From an optimization exercise on the open Yosys and OpenROAD flow, aimed at small area; shortcuts taken in it are not production practice.
Only simulation tests tie the RTL to the original design; equivalence was not proved.
No driver is modelled on the clock port, so clocking that relies on it looks cheaper here than on a real chip.
Power and IR drop assume default switching activity.

==> flow/design.v <==
module pi6502_orch (
    input  wire        clk,
    input  wire        rst,           
    output wire        cpu_clk,
    output wire        cpu_rst,       
    input  wire        cpu_rw,        
    input  wire [15:0] cpu_addr,
    input  wire [7:0]  cpu_din,       
    output wire [7:0]  cpu_dout,      
    output wire        cpu_doe,       
    output wire        mem_en,
    output wire        mem_we,
    output wire [15:0] mem_addr,
    output wire [7:0]  mem_wdata,
    input  wire [7:0]  mem_rdata,
    output wire        key_poll,
    input  wire        key_valid,
    input  wire [7:0]  key_code,
    output wire        con_valid,
    output wire [1:0]  con_kind,      
    output wire [6:0]  con_char,
    output wire        rej_valid,
    output wire [15:0] rej_addr,
    output wire [7:0]  rej_data
);
    reg  [10:0] c;       
    reg         bus;     
    reg         f;       
    wire ends   = c[7] & c[6] & c[2] & c[1] & c[0];
    wire poll   = bus & ends;                                    
    wire seqend = ends & c[10] & c[9] & c[8] & c[3];             
    wire use_cpu = bus & c[1] & ~c[0];                           
    wire is_kbd  = (cpu_addr == 16'hD010);
    wire is_dsp  = (cpu_addr == 16'hD012);
    wire is_brom = (cpu_addr[15:8] == 8'hFF);
    wire is_rom  = (cpu_addr[15:12] == 4'hE) || is_brom;
    wire kbd_rd  = cpu_rw & is_kbd;
    wire wr      = ~cpu_rw & use_cpu;
    wire [6:0] dsp_c     = cpu_din[6:0];
    wire       dsp_drop  = (dsp_c == 7'h00) || (dsp_c == 7'h7F) || (dsp_c == 7'h0A);
    wire       dsp_break = (dsp_c == 7'h0D);
    wire key_is_reset = (key_code == 8'h52) || (key_code == 8'h72);
    wire key_lf       = (key_code == 8'h0A);
    wire [6:0] key_norm = key_lf ? 7'h0D : key_code[6:0];
    wire keystore     = poll & key_valid & ~key_is_reset;
    wire notice       = poll & key_valid & key_is_reset;
    assign cpu_clk  = c[0] | (bus & c[1]);
    assign cpu_rst  = ~(c[10] | c[9] | c[8] | (c[7] & c[6] & (c[5] | c[4] | c[3])));   
    assign cpu_doe  = cpu_rw;
    assign cpu_dout = mem_rdata;
    assign mem_en   = 1'b1;
    assign mem_we   = f
                    | (bus & c[0] & (kbd_rd | keystore))
                    | (wr & ~is_rom & ~is_dsp);
    assign mem_addr = use_cpu ? cpu_addr : {14'b1101_0000_0001_00, f & c[0], ~c[1]};
    assign mem_wdata = ({8{use_cpu}} & cpu_din)
                     | ({8{keystore}} & {1'b1, key_norm})
                     | {f & bus, 7'b0};
    assign key_poll  = poll;
    assign con_valid = (wr & is_dsp & ~dsp_drop) | notice;
    assign con_kind  = {c[0], dsp_break & ~c[0]};
    assign con_char  = dsp_c;
    assign rej_valid = wr & is_brom;
    assign rej_addr  = {8'hFF, cpu_addr[7:0]};    
    assign rej_data  = cpu_din;
    always @(posedge clk) begin
        if (rst) begin
            c   <= 11'd0;
            bus <= 1'b0;
            f   <= 1'b1;
        end else begin
            c   <= (poll | seqend) ? 11'd0 : c + 11'd1;
            if (seqend)
                bus <= 1'b1;
            else if (notice)
                bus <= 1'b0;
            f   <= keystore | (f & ~bus & ~c[1]);
        end
    end
endmodule
==> flow/config.mk <==
export PLATFORM = sky130hd
export DESIGN_NAME = pi6502_orch
export DESIGN_NICKNAME = pi6502_orch
export VERILOG_FILES = /design/flow/design.v
export SDC_FILE = /design/flow/constraint.sdc
export NUM_CORES = 4
export LEC_CHECK = 0
export CAP_MARGIN = 20
export CORE_MARGIN = 2
export CORE_UTILIZATION = 25
export SLEW_MARGIN = 20
==> flow/constraint.sdc <==
create_clock -name core_clock -period 5.0 [get_ports {clk}]
set_input_delay 1.0000 -clock core_clock [delete_from_list [all_inputs] [get_ports {clk}]]
set_output_delay 1.0000 -clock core_clock [all_outputs]
set_load 0.01 [all_outputs]
standard.sh (not shown) runs the stock make flow with config.mk's settings and CLKGATE_MAP_FILE= SYNTH_SCRIPT=/design/flow/synth_recipe.tcl, a recipe that flattens the netlist after the stock synthesis.
==> flow/flow/run.sh <==
#!/bin/bash
# Standard synthesis, its gates re-mapped for area (flip-flops untouched), then
# the standard layout with the smallest buffer cell on the ports and a clock
# tree of one buffer. Each tool writes its full output to a log of its own here.
set -euo pipefail
export BUFFER_PORTS_ARGS="-buffer_cell sky130_fd_sc_hd__buf_1"
export SKIP_REPAIR_TIE_FANOUT=1
export CLKROOT_CELL=sky130_fd_sc_hd__clkbuf_4
export PRE_CTS_TCL="$PWD/flow/clkroot.tcl"
export CTS_ARGS="-clk_nets clk -repair_clock_nets -dont_use_dummy_load"
R=orfs/results/${FLOW_PLATFORM}/pi6502_orch/base
bash standard.sh synth > standard_synth.log 2>&1
cp $R/1_2_yosys.v standard_1_2_yosys.v
REOPT_IN=standard_1_2_yosys.v REOPT_OUT=reopt_1_2_yosys.v yosys -c flow/reopt.tcl > reopt_yosys.log 2>&1
cp reopt_1_2_yosys.v $R/1_2_yosys.v
bash standard.sh > standard_flow.log 2>&1
==> flow/flow/clkroot.tcl <==
# The clock tree: one clock buffer between the clock port and every register's
# clock pin. The registers are first gathered around their centre (detailed
# placement legalizes them) so that the buffer drives a short net; the buffer
# goes at that centre.
set block [ord::get_db_block]
set master [[ord::get_db] findMaster $::env(CLKROOT_CELL)]
set clknet [$block findNet clk]
set xs 0
set ys 0
set n 0
set sinks [$clknet getITerms]
foreach it $sinks {
  set bb [[$it getInst] getBBox]
  incr xs [expr {([$bb xMin] + [$bb xMax]) / 2}]
  incr ys [expr {([$bb yMin] + [$bb yMax]) / 2}]
  incr n
}
set cx [expr {$xs / $n}]
set cy [expr {$ys / $n}]
foreach it $sinks {
  [$it getInst] setLocation $cx $cy
}
detailed_placement
set newnet [odb::dbNet_create $block clknet_root]
set inst [odb::dbInst_create $block $master clkbuf_root]
foreach it $sinks {
  $it disconnect
  $it connect $newnet
}
[$inst findITerm A] connect $clknet
[$inst findITerm X] connect $newnet
$newnet setSigType CLOCK
$inst setLocation $cx $cy
$inst setPlacementStatus PLACED
puts "clkroot: $n clock pins moved behind [$master getName]"
Other scripts of this flow, unchanged in this note and not shown: flow/flow/abc1.script, flow/flow/abc2.script, flow/flow/abc3.script, flow/flow/abc4.script, flow/flow/abc5.script, flow/flow/abc6.script, flow/flow/abc7.script, flow/flow/dont_use.txt, flow/flow/reopt.tcl
Change:
--- a/flow/flow/run.sh
+++ b/flow/flow/run.sh
@@ -16 +16,9 @@
 bash standard.sh > standard_flow.log 2>&1
+RESULTS=$R openroad -no_init -exit flow/clkslew.tcl > clkslew.log 2>&1
+slew=$(awk '/^CLKSLEW/{print $2}' clkslew.log)
+if awk -v s="$slew" 'BEGIN{exit !(s == "" || s > 0.115)}'; then
+  export CLKROOT_CELL=sky130_fd_sc_hd__clkbuf_8
+  bash standard.sh clean_cts clean_route clean_finish > standard_clean.log 2>&1
+  bash standard.sh > standard_flow2.log 2>&1
+  RESULTS=$R openroad -no_init -exit flow/clkslew.tcl > clkslew2.log 2>&1
+fi
==> flow/flow/clkslew.tcl (new file) <==
# Largest slew at a register clock pin of the finished layout, with its
# extracted parasitics; printed as "CLKSLEW <ns>".
set p $::env(FLOW_HOME)/platforms/sky130hd
set r $::env(RESULTS)
read_lef $p/lef/sky130_fd_sc_hd.tlef
read_lef $p/lef/sky130_fd_sc_hd_merged.lef
read_liberty $p/lib/sky130_fd_sc_hd__tt_025C_1v80.lib
read_db $r/6_final.odb
read_sdc $r/6_final.sdc
read_spef $r/6_final.spef
set_propagated_clock [all_clocks]
set worst 0
foreach pin [get_pins -hierarchical */CLK] {
  foreach prop {slew_max_rise slew_max_fall} {
    set s [get_property $pin $prop]
    if {$s > $worst} { set worst $s }
  }
}
puts "CLKSLEW $worst"
Result: Power grows by a few percent; sequential share of layout area is about the same; die area does not change; worst setup slack improved by 0.066 ns.

* * *

// pi6502_orch: RTL as listed in full above, without the edits since
export LEC_CHECK = 0
export CAP_MARGIN = 20
export CORE_MARGIN = 2
export CORE_UTILIZATION = 25
export SLEW_MARGIN = 20
create_clock -name core_clock -period 5.0 [get_ports {clk}]
==> flow/flow/run.sh <==
#!/bin/bash
# Standard synthesis, its gates re-mapped for area (flip-flops untouched), then
# the standard layout with the smallest buffer cell on the ports and a clock
# tree of one buffer. Each tool writes its full output to a log of its own here.
set -euo pipefail
export BUFFER_PORTS_ARGS="-buffer_cell sky130_fd_sc_hd__buf_1"
export SKIP_REPAIR_TIE_FANOUT=1
export CLKROOT_CELL=sky130_fd_sc_hd__buf_4
export PRE_CTS_TCL="$PWD/flow/clkroot.tcl"
export CTS_ARGS="-clk_nets clk -repair_clock_nets -dont_use_dummy_load"
R=orfs/results/${FLOW_PLATFORM}/pi6502_orch/base
bash standard.sh synth > standard_synth.log 2>&1
cp $R/1_2_yosys.v standard_1_2_yosys.v
REOPT_IN=standard_1_2_yosys.v REOPT_OUT=reopt_1_2_yosys.v yosys -c flow/reopt.tcl > reopt_yosys.log 2>&1
cp reopt_1_2_yosys.v $R/1_2_yosys.v
bash standard.sh > standard_flow.log 2>&1
RESULTS=$R openroad -no_init -exit flow/clkslew.tcl > clkslew.log 2>&1
slew=$(awk '/^CLKSLEW/{print $2}' clkslew.log)
if awk -v s="$slew" 'BEGIN{exit !(s == "" || s > 0.115)}'; then
  export CLKROOT_CELL=sky130_fd_sc_hd__clkbuf_8
  bash standard.sh clean_cts clean_route clean_finish > standard_clean.log 2>&1
  bash standard.sh > standard_flow2.log 2>&1
  RESULTS=$R openroad -no_init -exit flow/clkslew.tcl > clkslew2.log 2>&1
fi
==> flow/flow/reopt.tcl <==
# Re-map the combinational logic of the standard synthesis netlist for area.
# The flip-flops stay the same instances (same names and cell types); only the
# gates between them are re-mapped. Several area-oriented ABC scripts are tried
# and the smallest result kept; the best few netlists are fed back to the
# same scripts for a few rounds. ABC proves each result equal to its input
# (cec); a result it cannot prove is dropped.
set lib $::env(FLOW_HOME)/platforms/sky130hd/lib/sky130_fd_sc_hd__tt_025C_1v80.lib
set top $::env(FLOW_TOP)
set dont_use {}
foreach c [split [read [open flow/dont_use.txt]] " \n"] {
  if {$c ne ""} { lappend dont_use -dont_use $c }
}
set scripts [lsort [glob flow/abc*.script]]

proc area_of {top lib} {
  yosys tee -q -o reopt_stat.txt stat -liberty $lib $top
  set f [open reopt_stat.txt]
  set txt [read $f]
  close $f
  regexp {Chip area for module '\\[^']*': ([0-9.]+)} $txt -> a
  return $a
}

yosys read_liberty -ignore_miss_func -ignore_miss_dir $lib
yosys read_verilog $::env(REOPT_IN)
yosys hierarchy -top $top
yosys setattr -mod -set keep_hierarchy 1 sky130_fd_sc_hd__dfxtp_1
yosys flatten
yosys rename -hide w:*.*
yosys opt -purge
set best 1e9
yosys design -save best
# Beam search: each round re-maps each of the (up to) three smallest netlists
# of the round before with every script; the smallest netlist seen is kept.
yosys design -save beam0
set beam {beam0}
for {set round 1} {$round <= 5} {incr round} {
  set results {}
  set k 0
  foreach b $beam {
    foreach s $scripts {
      yosys design -load $b
      yosys read_liberty -overwrite -ignore_miss_func -ignore_miss_dir $lib
      yosys setattr -mod -set keep_hierarchy 1 sky130_fd_sc_hd__dfxtp_1
      yosys flatten $top
      yosys rename -hide w:*.*
      yosys opt -purge $top
      if {[catch {yosys tee -q -o reopt_abc.txt abc -script $s -liberty $lib {*}$dont_use $top} err]} {
        puts "reopt: round $round $b $s failed: $err"
        continue
      }
      yosys opt_clean -purge
      set f [open reopt_abc.txt]
      set txt [read $f]
      close $f
      if {![regexp {Networks are equivalent} $txt]} {
        puts "reopt: round $round $b $s not proven equivalent, skipped"
        continue
      }
      set a [area_of $top $lib]
      puts "reopt: round $round $b $s area $a"
      set dup 0
      foreach r $results { if {abs([lindex $r 0] - $a) < 0.01} { set dup 1 } }
      if {$dup} { continue }
      yosys design -save cand$k
      lappend results [list $a cand$k]
      incr k
      if {$a < $best - 0.01} {
        set best $a
        yosys design -save best
      }
    }
  }
  if {[llength $results] == 0} { break }
  set results [lsort -real -index 0 $results]
  set beam {}
  set i 0
  foreach r [lrange $results 0 2] {
    yosys design -load [lindex $r 1]
    yosys design -save beam$i
    lappend beam beam$i
    incr i
  }
}
puts "reopt: kept area $best"
yosys design -load best
yosys hilomap -singleton -hicell sky130_fd_sc_hd__conb_1 HI -locell sky130_fd_sc_hd__conb_1 LO
yosys insbuf -buf sky130_fd_sc_hd__buf_4 A X
yosys opt_clean -purge
yosys select $top
yosys stat -liberty $lib
yosys write_verilog -noattr -nohex -nodec -selected $::env(REOPT_OUT)
Scripts as last shown in full above: flow/flow/clkroot.tcl
Other scripts of this flow, unchanged in this note and not shown: flow/flow/abc1.script, flow/flow/abc2.script, flow/flow/abc3.script, flow/flow/abc4.script, flow/flow/abc5.script, flow/flow/abc6.script, flow/flow/abc7.script, flow/flow/abc8.script, flow/flow/abc9.script, flow/flow/abcA.script, flow/flow/abcB.script, flow/flow/clkslew.tcl, flow/flow/dont_use.txt
The first run produced a clean layout.
==> next run, changes <==
--- a/flow/flow/reopt.tcl
+++ b/flow/flow/reopt.tcl
@@ -48,4 +48 @@
-      if {[catch {yosys tee -q -o reopt_abc.txt abc -script $s -liberty $lib {*}$dont_use $top} err]} {
-        puts "reopt: round $round $b $s failed: $err"
-        continue
-      }
+        yosys tee -q -o reopt_abc.txt abc -script $s -liberty $lib {*}$dont_use $top
@@ -57,0 +55,8 @@
+        continue
+      }
+      yosys tee -q -o reopt_sel.txt select -count $top/t:\$*
+      set f [open reopt_sel.txt]
+      set txt [read $f]
+      close $f
+      if {![regexp {\m0 objects} $txt]} {
+        puts "reopt: round $round $b $s left unmapped cells, skipped"
- CAP_MARGIN: 20 -> 0
- SLEW_MARGIN: 20 -> 0
What happened: Routed wire length is about the same. First-iteration DRC count does not change. Synthesized cell count stays the same. Via count falls by about 1.2%. Final area stays flat. Worst hold slack stays flat. Setup slack is better by 0.0049 ns. Clock skew is about the same.

-- re-timing with driven ports --
No port has a modelled driver above. Below, the same layouts with a new extraction and two added sets of constraints.
Step 1 (the two cells are an assumption about what drives the block):
set clk [get_ports {clk}]
set_driving_cell -lib_cell sky130_fd_sc_hd__clkbuf_16 $clk
set_driving_cell -lib_cell sky130_fd_sc_hd__buf_2 [delete_from_list [all_inputs] $clk]
Step 2 adds t to the input delays and takes it off the output delays; t is the mean of the earliest and latest rising clock arrival at the registers after step 1. Input paths then give back, and output paths get back, about the clock's delay inside the block.
Slacks: ideal ports / drivers / drivers and shift; pairs: ideal ports / drivers.
| run | t (ns) | setup slack, ns | worst setup path at the end | clock arrival spread, ns | slew at the worst register clock pin (ns) |
|---|---|---|---|---|---|
| the first run of note 1 | 0.195 | 1.480 / 1.463 / 1.592 | input to output | 0.001 / 0.001 | 0.12 / 0.12 |
| the second run of note 1 | 0.162 | 1.546 / 1.523 / 1.592 | input to output | 0.002 / 0.001 | 0.08 / 0.08 |
| the first run of note 2 | 0.164 | 1.518 / 1.500 / 1.592 | input to output | 0.001 / 0.001 | 0.11 / 0.11 |
| the second run of note 2 | 0.164 | 1.523 / 1.505 / 1.593 | input to output | 0.001 / 0.001 | 0.11 / 0.11 |
After both steps setup and hold are still met in every run listed.
